What follows belongs to an exercise in optimizing a design on an open flow for small area; a production flow would make more cautious choices.
The RTL was checked by simulation tests, not by an equivalence proof against the original design.
Power figures rest on the tool's default switching activity, not on a simulated workload.

## flow/config.mk

```make
export PLATFORM = sky130hd
export DESIGN_NAME = sseq
export DESIGN_NICKNAME = sseq
export VERILOG_FILES = /design/flow/design.v
export SDC_FILE = /design/flow/constraint.sdc
export NUM_CORES = 4
export LEC_CHECK = 0
export ABC_AREA = 1
export CAP_MARGIN = 20
export CORE_MARGIN = 2
export CORE_UTILIZATION = 40
export SLEW_MARGIN = 20
```

## flow/constraint.sdc

```tcl
create_clock -name core_clock -period 20.0 [get_ports {clk}]
set_input_delay 4.0000 -clock core_clock [delete_from_list [all_inputs] [get_ports {clk}]]
set_output_delay 4.0000 -clock core_clock [all_outputs]
set_load 0.01 [all_outputs]
```

## flow/design.v

```verilog
module sseq_core (
  rst,
  cmd_valid,
  cmd_word,
  bw_done,
  tick_ms,
  kind,
  pc,
  deg,
  busaddr,
  init,
  lasterr,
  errsticky,
  kind_n,
  pc_n,
  deg_n,
  busaddr_n,
  init_n,
  lasterr_n,
  errsticky_n,
  busy,
  cmd_ready,
  rsp_valid,
  bw_valid,
  bw_reg,
  bw_val
);
  input wire rst;
  input wire cmd_valid;
  input wire [15:0] cmd_word;
  input wire bw_done;
  input wire tick_ms;
  input wire [2:0] kind;
  input wire [5:0] pc;
  input wire [7:0] deg;
  input wire [7:0] busaddr;
  input wire init;
  input wire [1:0] lasterr;
  input wire errsticky;
  output wire [2:0] kind_n;
  output wire [5:0] pc_n;
  output wire [7:0] deg_n;
  output wire [7:0] busaddr_n;
  output wire init_n;
  output wire [1:0] lasterr_n;
  output wire errsticky_n;
  output wire busy;
  output wire cmd_ready;
  output wire rsp_valid;
  output wire bw_valid;
  output wire [7:0] bw_reg;
  output wire [7:0] bw_val;
wire new_n100, new_n101, new_n102, new_n103, new_n104, new_n105, new_n106,
    new_n107, new_n108, new_n109, new_n110, new_n111, new_n112, new_n113,
    new_n114, new_n115, new_n116, new_n117, new_n118, new_n119, new_n120,
    new_n121, new_n122, new_n123, new_n124, new_n125, new_n126, new_n127,
    new_n128, new_n129, new_n130, new_n131, new_n132, new_n133, new_n134,
    new_n135, new_n136, new_n137, new_n138, new_n139, new_n141, new_n142,
    new_n143, new_n144, new_n145, new_n146, new_n147, new_n148, new_n149,
    new_n150, new_n151, new_n152, new_n153, new_n154, new_n155, new_n156,
    new_n157, new_n158, new_n159, new_n160, new_n161, new_n162, new_n163,
    new_n164, new_n165, new_n166, new_n167, new_n168, new_n169, new_n170,
    new_n171, new_n172, new_n173, new_n174, new_n175, new_n176, new_n177,
    new_n178, new_n179, new_n180, new_n181, new_n182, new_n183, new_n184,
    new_n185, new_n186, new_n187, new_n188, new_n189, new_n190, new_n191,
    new_n192, new_n193, new_n194, new_n195, new_n196, new_n197, new_n198,
    new_n199, new_n200, new_n201, new_n202, new_n203, new_n204, new_n205,
    new_n206, new_n207, new_n208, new_n209, new_n210, new_n211, new_n212,
    new_n214, new_n215, new_n216, new_n217, new_n218, new_n219, new_n221,
    new_n222, new_n224, new_n225, new_n226, new_n227, new_n228, new_n229,
    new_n230, new_n231, new_n232, new_n233, new_n234, new_n235, new_n236,
    new_n237, new_n239, new_n240, new_n241, new_n242, new_n243, new_n244,
    new_n245, new_n246, new_n248, new_n249, new_n250, new_n251, new_n252,
    new_n254, new_n255, new_n256, new_n257, new_n258, new_n259, new_n260,
    new_n261, new_n262, new_n264, new_n265, new_n266, new_n267, new_n268,
    new_n270, new_n271, new_n272, new_n273, new_n274, new_n275, new_n276,
    new_n277, new_n278, new_n279, new_n280, new_n281, new_n283, new_n284,
    new_n285, new_n286, new_n287, new_n288, new_n289, new_n290, new_n291,
    new_n292, new_n293, new_n294, new_n296, new_n297, new_n298, new_n299,
    new_n300, new_n301, new_n302, new_n303, new_n305, new_n306, new_n307,
    new_n308, new_n309, new_n310, new_n311, new_n313, new_n314, new_n315,
    new_n316, new_n317, new_n318, new_n319, new_n320, new_n322, new_n323,
    new_n324, new_n325, new_n326, new_n327, new_n328, new_n330, new_n331,
    new_n332, new_n333, new_n334, new_n335, new_n337, new_n338, new_n339,
    new_n340, new_n341, new_n343, new_n344, new_n345, new_n347, new_n348,
    new_n349, new_n350, new_n351, new_n352, new_n353, new_n354, new_n356,
    new_n357, new_n358, new_n360, new_n361, new_n363, new_n364, new_n365,
    new_n367, new_n368, new_n370, new_n371, new_n373, new_n374, new_n376,
    new_n377, new_n379, new_n381, new_n382, new_n383, new_n384, new_n386,
    new_n387, new_n388, new_n389, new_n391, new_n394, new_n395, new_n397,
    new_n398, new_n399, new_n401, new_n402, new_n403, new_n405, new_n406,
    new_n407, new_n408, new_n409, new_n410, new_n411, new_n412, new_n413,
    new_n414, new_n415, new_n416, new_n417, new_n418, new_n419, new_n420,
    new_n421, new_n422, new_n423, new_n424, new_n425, new_n426, new_n427,
    new_n428, new_n429, new_n430, new_n431, new_n432, new_n433, new_n434,
    new_n435, new_n436, new_n437, new_n438, new_n439, new_n440, new_n441,
    new_n442, new_n443, new_n444, new_n445, new_n446, new_n447, new_n448,
    new_n449, new_n450, new_n451, new_n452, new_n453, new_n454, new_n455,
    new_n456, new_n457, new_n458, new_n459, new_n461, new_n462, new_n463,
    new_n464, new_n465, new_n466, new_n467, new_n468, new_n469, new_n470,
    new_n471, new_n472, new_n473, new_n474, new_n475, new_n476, new_n477,
    new_n478, new_n479, new_n480, new_n481, new_n482, new_n483, new_n484,
    new_n485, new_n486, new_n487, new_n488, new_n489, new_n490, new_n492,
    new_n493, new_n494, new_n495, new_n496, new_n497, new_n498, new_n499,
    new_n500, new_n501, new_n502, new_n503, new_n504, new_n505, new_n506,
    new_n507, new_n508, new_n509, new_n510, new_n511, new_n512, new_n513,
    new_n514, new_n516, new_n517, new_n518, new_n519, new_n521, new_n522,
    new_n523, new_n524, new_n525, new_n526, new_n527, new_n528, new_n529,
    new_n530, new_n531, new_n532, new_n533, new_n534, new_n535, new_n536,
    new_n537, new_n538, new_n539, new_n540, new_n541, new_n542, new_n543,
    new_n544, new_n545, new_n546, new_n547, new_n548, new_n549, new_n550,
    new_n551, new_n552, new_n553, new_n554, new_n555, new_n556, new_n557,
    new_n558, new_n559, new_n560, new_n561, new_n562, new_n563, new_n564,
    new_n565, new_n566, new_n567, new_n568, new_n569, new_n570, new_n571,
    new_n572, new_n573, new_n574, new_n575, new_n576, new_n577, new_n578,
    new_n579, new_n580, new_n581, new_n582, new_n583, new_n584, new_n585,
    new_n586, new_n587, new_n588, new_n589, new_n590, new_n591, new_n592,
    new_n593, new_n594, new_n595, new_n596, new_n597, new_n598, new_n599,
    new_n600, new_n601, new_n602, new_n603, new_n604, new_n605, new_n606,
    new_n607, new_n608, new_n609, new_n610, new_n611, new_n612, new_n613,
    new_n614, new_n615, new_n616, new_n617, new_n618, new_n619, new_n620,
    new_n621, new_n622, new_n623, new_n624, new_n625, new_n626, new_n627,
    new_n628, new_n629, new_n630, new_n631, new_n632, new_n634, new_n635,
    new_n636, new_n637, new_n638, new_n639, new_n640, new_n641, new_n642,
    new_n643, new_n644, new_n645, new_n646, new_n647, new_n649, new_n650,
    new_n651, new_n652, new_n653, new_n654, new_n656, new_n657, new_n658,
    new_n659, new_n660, new_n662, new_n663, new_n664, new_n665, new_n666,
    new_n667, new_n668, new_n670, new_n671, new_n672, new_n673, new_n675,
    new_n676, new_n677, new_n678, new_n680, new_n681, new_n682, new_n683,
    new_n684;
  assign cmd_ready = kind[1] & ~kind[2];
  assign new_n100 = ~rst & ~cmd_ready;
  assign new_n101 = pc[3] & pc[4];
  assign new_n102 = pc[1] & pc[2];
  assign new_n103 = ~pc[1] & ~pc[5];
  assign new_n104 = ~pc[2] & new_n103;
  assign new_n105 = ~new_n102 & ~new_n104;
  assign new_n106 = new_n101 & ~new_n105;
  assign new_n107 = pc[2] & new_n103;
  assign new_n108 = pc[1] & ~pc[2];
  assign new_n109 = ~pc[3] & ~new_n108;
  assign new_n110 = ~pc[4] & ~new_n109;
  assign new_n111 = ~new_n107 & ~new_n110;
  assign new_n112 = ~pc[1] & pc[5];
  assign new_n113 = pc[1] & ~pc[5];
  assign new_n114 = pc[3] & ~new_n113;
  assign new_n115 = ~new_n112 & new_n114;
  assign new_n116 = ~new_n111 & ~new_n115;
  assign new_n117 = ~new_n106 & ~new_n116;
  assign new_n118 = kind[1] & ~new_n117;
  assign new_n119 = pc[3] & ~new_n107;
  assign new_n120 = ~kind[1] & kind[2];
  assign new_n121 = kind[0] & new_n120;
  assign new_n122 = ~new_n101 & new_n121;
  assign new_n123 = ~new_n119 & new_n122;
  assign new_n124 = ~new_n118 & ~new_n123;
  assign new_n125 = ~pc[2] & ~pc[3];
  assign new_n126 = ~pc[5] & new_n125;
  assign new_n127 = pc[2] & ~pc[4];
  assign new_n128 = ~pc[3] & new_n127;
  assign new_n129 = ~new_n126 & ~new_n128;
  assign new_n130 = pc[1] & ~pc[4];
  assign new_n131 = ~pc[3] & ~new_n130;
  assign new_n132 = new_n129 & ~new_n131;
  assign new_n133 = pc[4] & new_n107;
  assign new_n134 = pc[4] & pc[5];
  assign new_n135 = ~pc[1] & ~pc[2];
  assign new_n136 = new_n134 & new_n135;
  assign new_n137 = ~new_n133 & ~new_n136;
  assign new_n138 = ~new_n132 & new_n137;
  assign new_n139 = ~new_n124 & ~new_n138;
  assign bw_valid = ~cmd_ready & ~new_n139;
  assign new_n141 = ~bw_done & bw_valid;
  assign new_n142 = ~kind[1] & ~kind[2];
  assign new_n143 = ~pc[3] & ~new_n102;
  assign new_n144 = ~pc[4] & ~pc[5];
  assign new_n145 = new_n143 & new_n144;
  assign new_n146 = ~new_n142 & ~new_n145;
  assign new_n147 = ~kind[0] & ~new_n102;
  assign new_n148 = new_n142 & ~new_n147;
  assign new_n149 = ~new_n146 & ~new_n148;
  assign new_n150 = pc[0] & ~new_n149;
  assign new_n151 = new_n134 & ~bw_valid;
  assign new_n152 = pc[1] & new_n126;
  assign new_n153 = ~kind[2] & pc[4];
  assign new_n154 = new_n152 & new_n153;
  assign new_n155 = ~kind[0] & ~pc[3];
  assign new_n156 = ~kind[1] & new_n155;
  assign new_n157 = new_n107 & new_n156;
  assign new_n158 = ~kind[0] & new_n142;
  assign new_n159 = ~new_n157 & ~new_n158;
  assign new_n160 = ~new_n154 & new_n159;
  assign new_n161 = ~new_n151 & new_n160;
  assign new_n162 = new_n150 & ~new_n161;
  assign new_n163 = ~new_n141 & new_n162;
  assign new_n164 = ~kind[0] & ~new_n163;
  assign new_n165 = new_n100 & ~new_n164;
  assign new_n166 = ~rst & cmd_valid;
  assign new_n167 = cmd_ready & new_n166;
  assign new_n168 = ~cmd_word[13] & cmd_word[14];
  assign new_n169 = ~cmd_word[11] & ~cmd_word[15];
  assign new_n170 = cmd_word[12] & new_n169;
  assign new_n171 = new_n168 & new_n170;
  assign new_n172 = cmd_word[13] & ~cmd_word[14];
  assign new_n173 = new_n169 & new_n172;
  assign new_n174 = ~cmd_word[12] & new_n173;
  assign new_n175 = ~new_n171 & ~new_n174;
  assign new_n176 = ~cmd_word[8] & ~cmd_word[9];
  assign new_n177 = ~cmd_word[10] & new_n176;
  assign new_n178 = ~cmd_word[4] & ~cmd_word[5];
  assign new_n179 = ~cmd_word[6] & ~cmd_word[7];
  assign new_n180 = new_n178 & new_n179;
  assign new_n181 = ~cmd_word[0] & ~cmd_word[1];
  assign new_n182 = ~cmd_word[2] & ~cmd_word[3];
  assign new_n183 = new_n181 & new_n182;
  assign new_n184 = new_n180 & new_n183;
  assign new_n185 = new_n177 & new_n184;
  assign new_n186 = cmd_word[13] & cmd_word[14];
  assign new_n187 = ~cmd_word[15] & ~new_n186;
  assign new_n188 = ~cmd_word[13] & ~cmd_word[14];
  assign new_n189 = cmd_word[15] & ~new_n188;
  assign new_n190 = ~cmd_word[11] & ~new_n189;
  assign new_n191 = ~new_n187 & new_n190;
  assign new_n192 = new_n185 & new_n191;
  assign new_n193 = new_n175 & ~new_n192;
  assign new_n194 = cmd_word[2] & ~new_n181;
  assign new_n195 = ~cmd_word[3] & ~new_n194;
  assign new_n196 = cmd_word[4] & cmd_word[5];
  assign new_n197 = ~new_n195 & new_n196;
  assign new_n198 = ~cmd_word[6] & ~new_n197;
  assign new_n199 = cmd_word[7] & ~new_n198;
  assign new_n200 = ~new_n193 & ~new_n199;
  assign new_n201 = new_n173 & new_n184;
  assign new_n202 = cmd_word[14] & new_n169;
  assign new_n203 = new_n185 & new_n202;
  assign new_n204 = ~new_n201 & ~new_n203;
  assign new_n205 = init & ~new_n204;
  assign new_n206 = ~new_n200 & ~new_n205;
  assign new_n207 = ~new_n186 & ~new_n188;
  assign new_n208 = cmd_word[12] & ~new_n207;
  assign new_n209 = ~cmd_word[12] & new_n168;
  assign new_n210 = ~new_n208 & ~new_n209;
  assign new_n211 = ~new_n206 & new_n210;
  assign new_n212 = new_n167 & ~new_n211;
  assign kind_n[0] = new_n165 | new_n212;
  assign new_n214 = ~cmd_ready & new_n163;
  assign new_n215 = ~rst & ~new_n214;
  assign new_n216 = cmd_valid & ~cmd_word[15];
  assign new_n217 = ~kind[2] & new_n216;
  assign new_n218 = ~new_n206 & new_n217;
  assign new_n219 = kind[1] & ~new_n218;
  assign kind_n[1] = ~new_n215 | new_n219;
  assign new_n221 = kind[2] & new_n215;
  assign new_n222 = new_n167 & new_n192;
  assign kind_n[2] = new_n221 | new_n222;
  assign new_n224 = tick_ms & ~bw_valid;
  assign new_n225 = deg[0] & new_n224;
  assign new_n226 = deg[1] & new_n225;
  assign new_n227 = deg[5] & deg[6];
  assign new_n228 = new_n226 & new_n227;
  assign new_n229 = pc[0] & ~bw_valid;
  assign new_n230 = ~new_n228 & ~new_n229;
  assign new_n231 = bw_done & ~new_n139;
  assign new_n232 = new_n230 & ~new_n231;
  assign new_n233 = new_n100 & ~new_n232;
  assign new_n234 = pc[0] & ~new_n167;
  assign new_n235 = ~new_n233 & ~new_n234;
  assign new_n236 = pc[0] & ~new_n162;
  assign new_n237 = new_n233 & new_n236;
  assign pc_n[0] = ~new_n235 & ~new_n237;
  assign new_n239 = ~init & ~new_n193;
  assign new_n240 = new_n167 & ~new_n239;
  assign new_n241 = new_n203 & new_n209;
  assign new_n242 = new_n240 & ~new_n241;
  assign new_n243 = pc[1] & ~new_n167;
  assign new_n244 = ~new_n242 & ~new_n243;
  assign new_n245 = new_n237 & ~new_n244;
  assign new_n246 = ~new_n237 & new_n244;
  assign pc_n[1] = ~new_n245 & ~new_n246;
  assign new_n248 = pc[1] & new_n237;
  assign new_n249 = pc[2] & ~new_n167;
  assign new_n250 = ~new_n248 & ~new_n249;
  assign new_n251 = new_n102 & new_n237;
  assign new_n252 = ~new_n250 & ~new_n251;
  assign pc_n[2] = new_n240 | new_n252;
  assign new_n254 = pc[3] & new_n251;
  assign new_n255 = pc[3] & ~new_n167;
  assign new_n256 = ~new_n251 & ~new_n255;
  assign new_n257 = ~new_n254 & ~new_n256;
  assign new_n258 = ~cmd_word[9] & new_n171;
  assign new_n259 = ~cmd_word[8] & ~new_n258;
  assign new_n260 = cmd_word[8] & new_n258;
  assign new_n261 = new_n167 & ~new_n260;
  assign new_n262 = ~new_n259 & new_n261;
  assign pc_n[3] = new_n257 | new_n262;
  assign new_n264 = ~cmd_word[9] & new_n167;
  assign new_n265 = ~pc[4] & ~new_n167;
  assign new_n266 = ~new_n264 & ~new_n265;
  assign new_n267 = new_n254 & ~new_n266;
  assign new_n268 = ~new_n254 & new_n266;
  assign pc_n[4] = new_n267 | new_n268;
  assign new_n270 = pc[2] & pc[4];
  assign new_n271 = pc[1] & pc[3];
  assign new_n272 = new_n270 & new_n271;
  assign new_n273 = new_n237 & new_n272;
  assign new_n274 = cmd_word[10] & ~new_n171;
  assign new_n275 = ~cmd_word[10] & new_n171;
  assign new_n276 = ~new_n274 & ~new_n275;
  assign new_n277 = new_n167 & ~new_n276;
  assign new_n278 = pc[5] & ~new_n167;
  assign new_n279 = ~new_n277 & ~new_n278;
  assign new_n280 = new_n273 & ~new_n279;
  assign new_n281 = ~new_n273 & new_n279;
  assign pc_n[5] = ~new_n280 & ~new_n281;
  assign new_n283 = new_n100 & new_n230;
  assign new_n284 = new_n224 & new_n283;
  assign new_n285 = ~new_n167 & new_n230;
  assign new_n286 = ~new_n100 & ~new_n167;
  assign new_n287 = ~new_n285 & ~new_n286;
  assign new_n288 = deg[0] & ~new_n287;
  assign new_n289 = cmd_word[12] & new_n201;
  assign new_n290 = ~cmd_word[0] & ~new_n289;
  assign new_n291 = new_n167 & ~new_n290;
  assign new_n292 = ~new_n288 & ~new_n291;
  assign new_n293 = new_n284 & ~new_n292;
  assign new_n294 = ~new_n284 & new_n292;
  assign deg_n[0] = ~new_n293 & ~new_n294;
  assign new_n296 = new_n166 & ~new_n289;
  assign new_n297 = ~cmd_word[1] & new_n296;
  assign new_n298 = ~deg[1] & ~new_n166;
  assign new_n299 = ~new_n100 & ~new_n298;
  assign new_n300 = ~new_n297 & new_n299;
  assign new_n301 = ~deg[1] & ~new_n225;
  assign new_n302 = ~new_n226 & ~new_n301;
  assign new_n303 = new_n283 & new_n302;
  assign deg_n[1] = new_n300 | new_n303;
  assign new_n305 = ~cmd_word[2] & ~new_n289;
  assign new_n306 = new_n167 & ~new_n305;
  assign new_n307 = new_n226 & new_n283;
  assign new_n308 = ~deg[2] & ~new_n307;
  assign new_n309 = deg[2] & new_n307;
  assign new_n310 = ~new_n287 & ~new_n309;
  assign new_n311 = ~new_n308 & new_n310;
  assign deg_n[2] = new_n306 | new_n311;
  assign new_n313 = deg[3] & new_n309;
  assign new_n314 = deg[3] & new_n283;
  assign new_n315 = ~new_n309 & ~new_n314;
  assign new_n316 = ~new_n313 & ~new_n315;
  assign new_n317 = ~cmd_word[3] & new_n296;
  assign new_n318 = ~deg[3] & ~new_n166;
  assign new_n319 = ~new_n100 & ~new_n318;
  assign new_n320 = ~new_n317 & new_n319;
  assign deg_n[3] = new_n316 | new_n320;
  assign new_n322 = ~cmd_word[4] & ~new_n289;
  assign new_n323 = new_n167 & ~new_n322;
  assign new_n324 = deg[4] & ~new_n287;
  assign new_n325 = ~new_n313 & ~new_n324;
  assign new_n326 = deg[3] & deg[4];
  assign new_n327 = new_n309 & new_n326;
  assign new_n328 = ~new_n325 & ~new_n327;
  assign deg_n[4] = new_n323 | new_n328;
  assign new_n330 = deg[5] & new_n327;
  assign new_n331 = deg[5] & ~new_n287;
  assign new_n332 = ~new_n327 & ~new_n331;
  assign new_n333 = ~new_n330 & ~new_n332;
  assign new_n334 = ~cmd_word[5] & ~new_n289;
  assign new_n335 = new_n167 & ~new_n334;
  assign deg_n[5] = new_n333 | new_n335;
  assign new_n337 = ~deg[6] & ~new_n167;
  assign new_n338 = ~cmd_word[6] & new_n296;
  assign new_n339 = ~new_n100 & ~new_n338;
  assign new_n340 = ~new_n285 & ~new_n339;
  assign new_n341 = ~new_n337 & ~new_n340;
  assign deg_n[6] = new_n330 | new_n341;
  assign new_n343 = deg[7] & ~new_n287;
  assign new_n344 = ~cmd_word[7] & ~new_n289;
  assign new_n345 = new_n167 & ~new_n344;
  assign deg_n[7] = new_n343 | new_n345;
  assign new_n347 = cmd_valid & cmd_ready;
  assign new_n348 = new_n206 & new_n347;
  assign new_n349 = new_n170 & new_n188;
  assign new_n350 = new_n177 & new_n349;
  assign new_n351 = new_n348 & new_n350;
  assign new_n352 = ~rst & ~new_n351;
  assign new_n353 = new_n291 & ~new_n352;
  assign new_n354 = busaddr[0] & new_n352;
  assign busaddr_n[0] = new_n353 | new_n354;
  assign new_n356 = ~cmd_word[1] & new_n351;
  assign new_n357 = ~busaddr[1] & ~new_n351;
  assign new_n358 = ~rst & ~new_n357;
  assign busaddr_n[1] = ~new_n356 & new_n358;
  assign new_n360 = new_n306 & ~new_n352;
  assign new_n361 = busaddr[2] & new_n352;
  assign busaddr_n[2] = new_n360 | new_n361;
  assign new_n363 = ~cmd_word[3] & new_n351;
  assign new_n364 = ~busaddr[3] & ~new_n351;
  assign new_n365 = ~rst & ~new_n364;
  assign busaddr_n[3] = ~new_n363 & new_n365;
  assign new_n367 = new_n323 & ~new_n352;
  assign new_n368 = busaddr[4] & new_n352;
  assign busaddr_n[4] = new_n367 | new_n368;
  assign new_n370 = new_n335 & ~new_n352;
  assign new_n371 = busaddr[5] & new_n352;
  assign busaddr_n[5] = new_n370 | new_n371;
  assign new_n373 = new_n339 & ~new_n352;
  assign new_n374 = busaddr[6] & new_n352;
  assign busaddr_n[6] = new_n373 | new_n374;
  assign new_n376 = new_n345 & ~new_n352;
  assign new_n377 = busaddr[7] & new_n352;
  assign busaddr_n[7] = new_n376 | new_n377;
  assign new_n379 = ~init & ~new_n214;
  assign init_n = ~rst & ~new_n379;
  assign new_n381 = lasterr[0] & ~new_n348;
  assign new_n382 = new_n348 & ~new_n350;
  assign new_n383 = new_n175 & new_n382;
  assign new_n384 = ~new_n381 & ~new_n383;
  assign lasterr_n[0] = new_n215 & ~new_n384;
  assign new_n386 = new_n175 & new_n204;
  assign new_n387 = new_n348 & new_n386;
  assign new_n388 = ~lasterr[1] & ~new_n348;
  assign new_n389 = ~new_n387 & ~new_n388;
  assign lasterr_n[1] = new_n215 & new_n389;
  assign new_n391 = ~errsticky & ~new_n382;
  assign errsticky_n = ~rst & ~new_n391;
  assign rsp_valid = kind[0] & cmd_ready;
  assign new_n394 = ~pc[0] & pc[1];
  assign new_n395 = ~new_n135 & ~new_n394;
  assign bw_reg[1] = new_n149 & ~new_n395;
  assign new_n397 = pc[0] & ~pc[1];
  assign new_n398 = ~new_n394 & ~new_n397;
  assign new_n399 = new_n149 & new_n398;
  assign bw_reg[6] = bw_reg[1] | new_n399;
  assign new_n401 = ~pc[0] & new_n135;
  assign new_n402 = bw_reg[6] & ~new_n401;
  assign new_n403 = ~pc[0] & new_n402;
  assign bw_reg[0] = new_n150 | new_n403;
  assign new_n405 = new_n102 & new_n116;
  assign new_n406 = pc[4] & new_n104;
  assign new_n407 = pc[2] & new_n131;
  assign new_n408 = ~new_n406 & ~new_n407;
  assign new_n409 = ~new_n405 & new_n408;
  assign new_n410 = ~new_n101 & ~new_n102;
  assign new_n411 = ~pc[5] & ~new_n272;
  assign new_n412 = ~new_n410 & new_n411;
  assign new_n413 = ~new_n104 & ~new_n128;
  assign new_n414 = ~new_n412 & new_n413;
  assign new_n415 = new_n409 & ~new_n414;
  assign new_n416 = new_n129 & ~new_n415;
  assign new_n417 = kind[1] & ~new_n416;
  assign new_n418 = ~new_n134 & ~new_n144;
  assign new_n419 = pc[1] & new_n418;
  assign new_n420 = kind[0] & pc[3];
  assign new_n421 = ~new_n155 & ~new_n420;
  assign new_n422 = new_n419 & ~new_n421;
  assign new_n423 = ~new_n419 & new_n421;
  assign new_n424 = ~new_n422 & ~new_n423;
  assign new_n425 = new_n417 & ~new_n424;
  assign new_n426 = new_n135 & new_n425;
  assign new_n427 = ~kind[0] & pc[4];
  assign new_n428 = ~pc[2] & pc[5];
  assign new_n429 = ~new_n103 & ~new_n270;
  assign new_n430 = ~new_n428 & new_n429;
  assign new_n431 = new_n427 & new_n430;
  assign new_n432 = new_n109 & new_n134;
  assign new_n433 = new_n112 & new_n155;
  assign new_n434 = kind[1] & ~new_n433;
  assign new_n435 = ~new_n432 & new_n434;
  assign new_n436 = ~new_n431 & new_n435;
  assign new_n437 = pc[5] & ~new_n143;
  assign new_n438 = kind[0] & ~pc[4];
  assign new_n439 = new_n108 & ~new_n438;
  assign new_n440 = new_n437 & new_n439;
  assign new_n441 = kind[0] & ~new_n143;
  assign new_n442 = ~new_n119 & new_n441;
  assign new_n443 = ~new_n440 & ~new_n442;
  assign new_n444 = new_n436 & new_n443;
  assign new_n445 = ~new_n426 & new_n444;
  assign new_n446 = pc[3] & new_n133;
  assign new_n447 = ~new_n430 & ~new_n446;
  assign new_n448 = kind[0] & ~new_n447;
  assign new_n449 = ~pc[1] & new_n144;
  assign new_n450 = ~kind[0] & new_n449;
  assign new_n451 = new_n120 & ~new_n152;
  assign new_n452 = ~new_n450 & new_n451;
  assign new_n453 = ~new_n405 & new_n452;
  assign new_n454 = ~new_n448 & new_n453;
  assign new_n455 = pc[1] & ~new_n155;
  assign new_n456 = new_n142 & ~new_n455;
  assign new_n457 = ~new_n149 & ~new_n456;
  assign new_n458 = ~new_n454 & new_n457;
  assign new_n459 = ~new_n445 & new_n458;
  assign bw_reg[2] = new_n399 | new_n459;
  assign new_n461 = kind[0] & new_n126;
  assign new_n462 = ~pc[3] & new_n104;
  assign new_n463 = ~kind[1] & ~new_n462;
  assign new_n464 = ~kind[0] & new_n144;
  assign new_n465 = new_n103 & new_n155;
  assign new_n466 = ~new_n464 & ~new_n465;
  assign new_n467 = ~pc[1] & ~new_n466;
  assign new_n468 = ~new_n125 & new_n438;
  assign new_n469 = ~new_n107 & new_n468;
  assign new_n470 = ~new_n467 & ~new_n469;
  assign new_n471 = new_n463 & new_n470;
  assign new_n472 = ~new_n128 & ~new_n449;
  assign new_n473 = ~new_n464 & ~new_n472;
  assign new_n474 = ~new_n448 & new_n473;
  assign new_n475 = ~new_n270 & ~new_n419;
  assign new_n476 = pc[3] & new_n147;
  assign new_n477 = ~new_n475 & new_n476;
  assign new_n478 = pc[4] & new_n112;
  assign new_n479 = kind[0] & ~pc[3];
  assign new_n480 = new_n113 & new_n479;
  assign new_n481 = ~new_n478 & ~new_n480;
  assign new_n482 = new_n434 & new_n481;
  assign new_n483 = ~new_n477 & new_n482;
  assign new_n484 = ~new_n474 & new_n483;
  assign new_n485 = ~new_n471 & ~new_n484;
  assign new_n486 = ~new_n461 & ~new_n485;
  assign new_n487 = new_n146 & new_n486;
  assign new_n488 = pc[2] & ~new_n427;
  assign new_n489 = new_n148 & new_n488;
  assign new_n490 = ~bw_reg[6] & ~new_n489;
  assign bw_reg[3] = new_n487 | ~new_n490;
  assign new_n492 = new_n127 & ~new_n479;
  assign new_n493 = kind[0] & pc[4];
  assign new_n494 = ~new_n492 & ~new_n493;
  assign new_n495 = new_n113 & ~new_n494;
  assign new_n496 = new_n135 & new_n464;
  assign new_n497 = new_n112 & new_n468;
  assign new_n498 = ~new_n496 & ~new_n497;
  assign new_n499 = new_n463 & new_n498;
  assign new_n500 = ~new_n495 & new_n499;
  assign new_n501 = pc[3] & ~new_n130;
  assign new_n502 = new_n437 & ~new_n501;
  assign new_n503 = kind[1] & ~new_n136;
  assign new_n504 = new_n472 & new_n503;
  assign new_n505 = ~new_n502 & new_n504;
  assign new_n506 = ~new_n500 & ~new_n505;
  assign new_n507 = new_n486 & ~new_n506;
  assign new_n508 = ~new_n486 & new_n506;
  assign new_n509 = new_n146 & ~new_n508;
  assign new_n510 = ~new_n507 & new_n509;
  assign new_n511 = ~kind[0] & ~new_n418;
  assign new_n512 = new_n148 & ~new_n479;
  assign new_n513 = ~new_n511 & new_n512;
  assign new_n514 = ~bw_reg[6] & ~new_n513;
  assign bw_reg[4] = new_n510 | ~new_n514;
  assign new_n516 = new_n146 & new_n508;
  assign new_n517 = ~new_n134 & ~new_n493;
  assign new_n518 = new_n148 & ~new_n517;
  assign new_n519 = ~bw_reg[6] & ~new_n518;
  assign bw_reg[5] = new_n516 | ~new_n519;
  assign new_n521 = deg[3] & ~deg[7];
  assign new_n522 = deg[2] & ~deg[6];
  assign new_n523 = ~deg[3] & deg[6];
  assign new_n524 = ~deg[2] & deg[6];
  assign new_n525 = deg[0] & new_n524;
  assign new_n526 = deg[1] & ~deg[4];
  assign new_n527 = ~deg[1] & deg[4];
  assign new_n528 = ~new_n526 & ~new_n527;
  assign new_n529 = ~new_n521 & new_n528;
  assign new_n530 = ~new_n525 & ~new_n529;
  assign new_n531 = deg[3] & ~deg[6];
  assign new_n532 = deg[7] & ~new_n326;
  assign new_n533 = ~new_n531 & new_n532;
  assign new_n534 = ~deg[0] & ~new_n524;
  assign new_n535 = ~new_n533 & new_n534;
  assign new_n536 = ~deg[3] & deg[7];
  assign new_n537 = ~new_n528 & ~new_n536;
  assign new_n538 = ~deg[2] & deg[5];
  assign new_n539 = deg[2] & ~deg[5];
  assign new_n540 = ~new_n538 & ~new_n539;
  assign new_n541 = ~new_n526 & ~new_n540;
  assign new_n542 = ~new_n537 & ~new_n541;
  assign new_n543 = ~new_n535 & new_n542;
  assign new_n544 = ~new_n530 & new_n543;
  assign new_n545 = new_n526 & ~new_n538;
  assign new_n546 = ~new_n539 & ~new_n545;
  assign new_n547 = ~new_n544 & new_n546;
  assign new_n548 = new_n523 & new_n547;
  assign new_n549 = new_n531 & ~new_n547;
  assign new_n550 = ~new_n548 & ~new_n549;
  assign new_n551 = ~deg[4] & deg[7];
  assign new_n552 = deg[4] & ~deg[7];
  assign new_n553 = ~new_n551 & ~new_n552;
  assign new_n554 = ~new_n550 & new_n553;
  assign new_n555 = new_n550 & ~new_n553;
  assign new_n556 = ~new_n554 & ~new_n555;
  assign new_n557 = ~new_n523 & ~new_n531;
  assign new_n558 = new_n547 & new_n557;
  assign new_n559 = ~new_n547 & ~new_n557;
  assign new_n560 = ~new_n558 & ~new_n559;
  assign new_n561 = ~deg[0] & new_n560;
  assign new_n562 = ~new_n556 & new_n561;
  assign new_n563 = ~new_n551 & ~new_n554;
  assign new_n564 = ~new_n549 & ~new_n563;
  assign new_n565 = ~deg[5] & new_n564;
  assign new_n566 = new_n549 & new_n552;
  assign new_n567 = deg[5] & ~new_n564;
  assign new_n568 = ~new_n566 & ~new_n567;
  assign new_n569 = ~new_n565 & new_n568;
  assign new_n570 = ~deg[1] & ~new_n569;
  assign new_n571 = new_n562 & new_n570;
  assign new_n572 = deg[0] & ~new_n560;
  assign new_n573 = new_n556 & new_n572;
  assign new_n574 = ~new_n562 & ~new_n573;
  assign new_n575 = deg[1] & new_n569;
  assign new_n576 = ~new_n570 & ~new_n575;
  assign new_n577 = new_n574 & new_n576;
  assign new_n578 = ~new_n562 & ~new_n570;
  assign new_n579 = ~new_n571 & ~new_n578;
  assign new_n580 = ~new_n577 & ~new_n579;
  assign new_n581 = ~new_n522 & ~new_n524;
  assign new_n582 = new_n565 & new_n581;
  assign new_n583 = ~new_n565 & ~new_n581;
  assign new_n584 = ~new_n582 & ~new_n583;
  assign new_n585 = ~new_n580 & ~new_n584;
  assign new_n586 = ~new_n571 & ~new_n585;
  assign new_n587 = new_n522 & new_n586;
  assign new_n588 = new_n521 & new_n587;
  assign new_n589 = ~deg[6] & deg[7];
  assign new_n590 = ~deg[2] & ~new_n589;
  assign new_n591 = ~new_n586 & new_n590;
  assign new_n592 = ~new_n521 & new_n591;
  assign new_n593 = new_n536 & ~new_n587;
  assign new_n594 = ~new_n588 & ~new_n593;
  assign new_n595 = ~new_n592 & new_n594;
  assign new_n596 = deg[4] & new_n595;
  assign new_n597 = ~new_n588 & ~new_n596;
  assign new_n598 = ~deg[5] & new_n597;
  assign new_n599 = deg[6] & ~new_n598;
  assign new_n600 = deg[7] & new_n599;
  assign new_n601 = new_n227 & new_n326;
  assign new_n602 = new_n544 & new_n601;
  assign new_n603 = new_n158 & ~new_n602;
  assign new_n604 = ~deg[7] & ~new_n599;
  assign new_n605 = new_n603 & ~new_n604;
  assign new_n606 = ~new_n600 & new_n605;
  assign new_n607 = kind[0] & ~new_n409;
  assign new_n608 = ~pc[5] & new_n493;
  assign new_n609 = ~new_n105 & new_n608;
  assign new_n610 = new_n120 & ~new_n126;
  assign new_n611 = new_n466 & new_n610;
  assign new_n612 = ~new_n609 & new_n611;
  assign new_n613 = ~kind[0] & new_n612;
  assign new_n614 = kind[2] & ~new_n134;
  assign new_n615 = ~new_n613 & new_n614;
  assign new_n616 = ~new_n607 & new_n615;
  assign new_n617 = ~kind[1] & ~new_n616;
  assign new_n618 = ~new_n139 & ~new_n617;
  assign new_n619 = ~new_n425 & new_n618;
  assign new_n620 = new_n150 & ~new_n619;
  assign new_n621 = ~new_n606 & new_n620;
  assign new_n622 = new_n560 & new_n603;
  assign new_n623 = ~pc[0] & ~new_n149;
  assign new_n624 = ~new_n112 & ~new_n271;
  assign new_n625 = new_n438 & ~new_n624;
  assign new_n626 = new_n612 & ~new_n625;
  assign new_n627 = new_n121 & ~new_n414;
  assign new_n628 = new_n626 & new_n627;
  assign new_n629 = new_n623 & ~new_n628;
  assign new_n630 = ~new_n417 & new_n629;
  assign new_n631 = ~new_n622 & new_n630;
  assign new_n632 = ~new_n402 & ~new_n631;
  assign bw_val[0] = ~new_n621 & new_n632;
  assign new_n634 = new_n417 & new_n623;
  assign new_n635 = new_n424 & new_n634;
  assign new_n636 = kind[0] & new_n142;
  assign new_n637 = new_n623 & ~new_n636;
  assign new_n638 = ~new_n626 & new_n637;
  assign new_n639 = ~new_n118 & new_n638;
  assign new_n640 = ~new_n635 & new_n639;
  assign new_n641 = ~new_n619 & new_n640;
  assign new_n642 = ~new_n561 & ~new_n572;
  assign new_n643 = new_n556 & ~new_n642;
  assign new_n644 = ~new_n556 & new_n642;
  assign new_n645 = ~new_n602 & ~new_n644;
  assign new_n646 = ~new_n643 & new_n645;
  assign new_n647 = new_n142 & ~new_n646;
  assign bw_val[1] = new_n641 & ~new_n647;
  assign new_n649 = ~new_n574 & ~new_n576;
  assign new_n650 = ~new_n577 & ~new_n649;
  assign new_n651 = new_n603 & new_n623;
  assign new_n652 = ~new_n650 & new_n651;
  assign new_n653 = new_n120 & new_n641;
  assign new_n654 = ~new_n635 & ~new_n653;
  assign bw_val[2] = new_n652 | ~new_n654;
  assign new_n656 = new_n149 & new_n401;
  assign new_n657 = new_n580 & new_n584;
  assign new_n658 = new_n142 & ~new_n585;
  assign new_n659 = ~new_n657 & new_n658;
  assign new_n660 = new_n641 & ~new_n659;
  assign bw_val[3] = new_n656 | new_n660;
  assign new_n662 = ~new_n587 & ~new_n591;
  assign new_n663 = ~new_n521 & ~new_n536;
  assign new_n664 = ~new_n662 & new_n663;
  assign new_n665 = new_n662 & ~new_n663;
  assign new_n666 = new_n142 & ~new_n665;
  assign new_n667 = ~new_n664 & new_n666;
  assign new_n668 = new_n640 & ~new_n667;
  assign bw_val[4] = new_n656 | new_n668;
  assign new_n670 = ~deg[4] & ~new_n595;
  assign new_n671 = ~new_n596 & new_n651;
  assign new_n672 = ~new_n670 & new_n671;
  assign new_n673 = ~new_n634 & ~new_n656;
  assign bw_val[5] = new_n672 | ~new_n673;
  assign new_n675 = deg[5] & ~new_n597;
  assign new_n676 = ~new_n598 & ~new_n675;
  assign new_n677 = new_n651 & ~new_n676;
  assign new_n678 = ~new_n635 & ~new_n656;
  assign bw_val[6] = new_n677 | ~new_n678;
  assign new_n680 = ~deg[6] & new_n598;
  assign new_n681 = new_n158 & ~new_n599;
  assign new_n682 = ~new_n680 & new_n681;
  assign new_n683 = ~new_n425 & ~new_n627;
  assign new_n684 = ~new_n682 & new_n683;
  assign bw_val[7] = new_n623 & ~new_n684;
  assign busy = ~cmd_ready;
  assign bw_reg[7] = bw_reg[6];
endmodule
module sseq (
    input  wire        clk,
    input  wire        rst,           
    input  wire        cmd_valid,
    output wire        cmd_ready,
    input  wire [15:0] cmd_word,
    output wire        rsp_valid,
    output wire [2:0]  rsp_code,
    output wire        bw_valid,
    output wire [7:0]  bw_ba,
    output wire [7:0]  bw_reg,
    output wire [7:0]  bw_val,
    input  wire        bw_done,
    input  wire        bw_err,        
    input  wire        tick_ms,
    output wire [7:0]  busaddr_q,
    output wire        init_q,
    output wire        busy_q,
    output wire [2:0]  lasterr_q,
    output wire        errsticky_q
);
    reg  [2:0] kind;         
    reg  [5:0] pc;           
    reg  [7:0] deg;          
    reg  [7:0] busaddr;
    reg        init;
    reg  [1:0] lasterr;
    reg        errsticky;
    wire [2:0] kind_n;
    wire [5:0] pc_n;
    wire [7:0] deg_n;
    wire [7:0] busaddr_n;
    wire       init_n;
    wire [1:0] lasterr_n;
    wire       errsticky_n;
    sseq_core core (
        .rst(rst), .cmd_valid(cmd_valid), .cmd_word(cmd_word),
        .bw_done(bw_done), .tick_ms(tick_ms),
        .kind(kind), .pc(pc), .deg(deg), .busaddr(busaddr), .init(init),
        .lasterr(lasterr), .errsticky(errsticky),
        .kind_n(kind_n), .pc_n(pc_n), .deg_n(deg_n), .busaddr_n(busaddr_n),
        .init_n(init_n), .lasterr_n(lasterr_n), .errsticky_n(errsticky_n),
        .busy(busy_q), .cmd_ready(cmd_ready), .rsp_valid(rsp_valid),
        .bw_valid(bw_valid), .bw_reg(bw_reg), .bw_val(bw_val)
    );
    always @(posedge clk) begin
        kind      <= kind_n;
        pc        <= pc_n;
        deg       <= deg_n;
        busaddr   <= busaddr_n;
        init      <= init_n;
        lasterr   <= lasterr_n;
        errsticky <= errsticky_n;
    end
    assign busaddr_q   = busaddr;
    assign bw_ba       = busaddr;
    assign init_q      = init;
    assign lasterr_q   = {1'b0, lasterr};
    assign rsp_code    = {1'b0, lasterr};
    assign errsticky_q = errsticky;
endmodule
```

## flow/flow/run.sh

```bash
#!/bin/bash
# Standard ORFS layout with two changes: the port buffers are buf_1 cells
# (the standard flow's pick is clkdlybuf4s50_1), and CTS uses small clock
# buffers without dummy loads. Each tool's output goes to a log of its own.
set -uo pipefail
export BUFFER_PORTS_ARGS="-buffer_cell sky130_fd_sc_hd__buf_1"
export CTS_ARGS="-sink_clustering_enable -repair_clock_nets -dont_use_dummy_load -buf_list {sky130_fd_sc_hd__clkbuf_2 sky130_fd_sc_hd__clkbuf_4 sky130_fd_sc_hd__clkbuf_8}"
bash standard.sh > standard.log 2>&1
st=$?
cp -r orfs/logs flow_logs 2>/dev/null || true
exit $st
```

## flow/standard.sh

```bash
#!/bin/bash
# synth_recipe.tcl (not shown) runs the flow's synth.tcl, then flattens the netlist and writes it again
# the make line also repeats each setting of config.mk as NAME=value (left out here)
make -C /OpenROAD-flow-scripts/flow DESIGN_CONFIG=/design/flow/config.mk WORK_HOME=/design/flow/orfs CLKGATE_MAP_FILE= SYNTH_SCRIPT=/design/flow/synth_recipe.tcl "${@:-finish}"
```

==> reports/qor.yml <==
logic_synthesis:
  syn_inst: 529
  yosysWarningCount: 1
  synth_common_cells: "nand2_1, inv_1, nor2_1"
  synth_top_cell_area_share: 0.157
  synth.largest_area_cell: "nand2_1"
  yosysUniqueCellTypes: 42
  async_flop_share: 0
  ys_seq_elements: 29
  synth_top_cells_by_area: "nand2_1, dfxtp_1, ha_1"
  syn_area_sq_um: 3210
  synth.most_common_cell: "nand2_1"
  ys_seq_area_frac: 0.199
  syn_avg_cell_area_sq_um: 6.07
  synth-edff-count: 6
  ys.flop_type: "dfxtp_1"
global_routing:
  grt_usage: 0.221
  antenna_found_initial: 0
  grt_pass1_wl_mm: 15.5
  overflow: 0
  grt_pass1_vias: 3249
  grt_start_max_net_pins: 16
sta:
  min_period_over_period: 0.452
  setup_viol: 0
  rsz0062_at_grt: "no"
  fmax_ghz: 0.111
  slew_viol_final: 0
  maxSlewHeadroom: 0.548
  fin_skew_ns: 0.0211
  hold_ws_ns: 0.483
  worst_pin_slew_ns: 0.677
  setup-tns-final_ns: 0
  min_period_ns: 9.04
  hold_viol: 0
critical_path:
  crit_buf_inv: 5
  cp-end-kind: "output pin"
  cp.required_ns: 16.00
  startpoint: "deg[2]$_DFF_P_"
  cp_slowest_cell: "dfxtp_1"
  slowest_delay_ns: 0.50
  critPathTopFamily: "simple AND/OR/NAND/NOR gates"
  rr_worst_depth: 18
  startpoint_type: "register"
  crit_end: "bw_val[0]"
  cpMostUsedCell: "nand2_1"
  cp.arrival_ns: 5.04
  cp.depth: 30
  reg2reg_slack_ns: 16.94
  reg2reg_from: "pc[2]$_DFF_P_"
  critical_path_class: "register to output pin"
  critPathMaxFanout: 7
  reg2reg_to: "deg[4]$_DFF_P_"
power_and_ir_drop:
  intPower_w: 0.000133
  ir_drop_mv: 0.0325
  powerDensity_nw_per_um2: 71.6
  pwr-share-clk: 0.170
  sw_frac_of_total: 0.468
  switching_power_w: 0.000117
  p_seq_frac: 0.307
  power_frac_comb: 0.523
  p_leak_nw: 1.74
die:
  initial_core_util: 0.413
  core_area_sq_um: 7770
  fp-row-count: 32
  die_h_microns: 93.6
  dieArea_sq_um: 8760
  io_pins: 66
  die_w_microns: 93.6
drt:
  vias_per_cell: 5.26
  drtPass1Iterations: 5
  wl_per_cell_microns: 14.1
  drc_errors: 0
  wl_mm: 9.54
  first_iter_violations: 322
  final_antenna_net_count: 0
  route.vias.total: 3559
clock_tree:
  post_cts_hold_buffer_count: 0
  cts_tree: "built"
  htreeDepth: 2
  cts_sinks: 29
  cts_setup_buffers: 0
  clock_path_buffers: 2
  cts-root-buf: "clkbuf_8"
  cts_resized: 0
  cts.reportedPaths.clkPinSlew_ns: 0.06
  cts_buffers: 5
  clk_latency_ns: 0.28
placed_design:
  io_buffers: 62
  finalWeightedCongestion: 0.951
  hpwl_mm: 7.70
flow_run:
  drv_cap: 0
min_path:
  hold_path_class: "register to register"
finish:
  drive_above_1_share: 0.0591
  syn2layout_area_growth_pct: 8.96
  diodes: 0
  fin_nets: 625
status:
  outcome: "timing/DRC/antenna clean"
[per-stage QoR]
stage	total power (W)	setup WS, ns	utilization	cells	instance area (sq um)
global placement	0.000206	11.39	0.442	672	3430
global route	0.000274	10.40	0.451	677	3500
floorplan	0.000172	11.84	-	530	3220
detailed placement	0.000207	11.32	0.442	672	3430
finish	0.000251	10.96	0.451	677	3500
CTS	0.000250	10.98	0.451	677	3500
[per-layer routing]
layer / routed length [microns] / GRT usage / part of all wire / vias to the layer above
li1: - / - / - / 1817
met1: 4720 / 0.314 / 0.49 / 1614
met2: 4140 / 0.353 / 0.43 / 113
met3: 543 / 0.0306 / 0.057 / 15
met4: 136 / 0.0580 / 0.014 / 0
met5: 0 / 0 / 0 / -
[power by group through the flow]
| stage | combinational (W) | clock, W | sequential [W] |
|---|---|---|---|
| after floorplan | 0.000101 | 0 | 0.0000713 |
| after global placement | 0.000128 | 0 | 0.0000776 |
| after detailed placement | 0.000130 | 0 | 0.0000775 |
| after CTS | 0.000130 | 0.0000437 | 0.0000762 |
| after global routing | 0.000150 | 0.0000459 | 0.0000777 |
| final | 0.000131 | 0.0000427 | 0.0000769 |
[worst reg2reg max path, delay by kind of cell (launching register included)]
family          cells  cell delay (ns)
flops               1             0.75
simple gates       16             1.97
fa+ha+maj           1             0.19
compound gates      1             0.06
[kinds of logic (layout without fill, tap and decap cells)]
logic type | after synthesis | in the layout | share of synthesized area
other | 1 | 2 | 0.00117
buffers and inverters | 105 | 150 | 0.142
adders and majority gates | 26 | 26 | 0.104
AOI/OAI and AO/OA | 88 | 88 | 0.161
DFF | 29 | 29 | 0.199
and+or+nand+nor | 276 | 276 | 0.382
xor gates and xnor gates | 4 | 4 | 0.0109
[placed cells by master (no fill, tap or decap), drive strengths merged, types with 5 or more instances in the layout]
cell type  instances
nand2            141
dfxtp             23
o22ai              5
a21oi             21
clkbuf             5
ha                25
a31oi              5
nand3             42
inv               83
o21ai             40
nor2              62
buf               62
nor3               7
edfxtp             6
nand4             13
[area by class of cell]
type                            count  area [sq um]
Multi-Input combinational cell    396          2120
Fill cell                         864          4270
Clock buffer                        5          68.8
Sequential cell                    29           641
Inverter                           83           312
Timing Repair Buffer               62           233
Tap cell                          102           128
[worst min-delay path by stage]
stage	from	to	slack [ns]	depth (start not counted)
detailed placement	errsticky$_DFF_P_	errsticky$_DFF_P_	0.46	2
finish	lasterr[1]$_DFF_P_	lasterr[1]$_DFF_P_	0.48	2
global placement	errsticky$_DFF_P_	errsticky$_DFF_P_	0.46	2
global route	lasterr[0]$_DFF_P_	lasterr[0]$_DFF_P_	0.51	2
floorplan	lasterr[0]$_DFF_P_	lasterr[0]$_DFF_P_	0.50	2
CTS	lasterr[1]$_DFF_P_	lasterr[1]$_DFF_P_	0.49	2

afterwards: timing with drivers on the ports:
The flow's constraints put no driver on any port. The routed layout listed below was extracted and timed again, unchanged, in two steps.
Step 1 sets driving cells, clkbuf_16 on the clock port and buf_2 on the other inputs (assumed; they add their load-dependent delay and slew).
Step 2, shift: input delay + t, output delay - t, t = (earliest + latest rising clock arrival at the registers) / 2. This alone moves slack from input paths to output paths.
Three values: no drivers, after step 1, after step 2; two values: the first two.
t, ns: 0.298
setup slack, ns: 10.957 / 10.930 / 11.228
worst setup path at the end: register to output
After both steps setup and hold are still met in this run. The setup slack of this run moves by -0.027 ns with the drivers and by +0.271 ns with both steps.
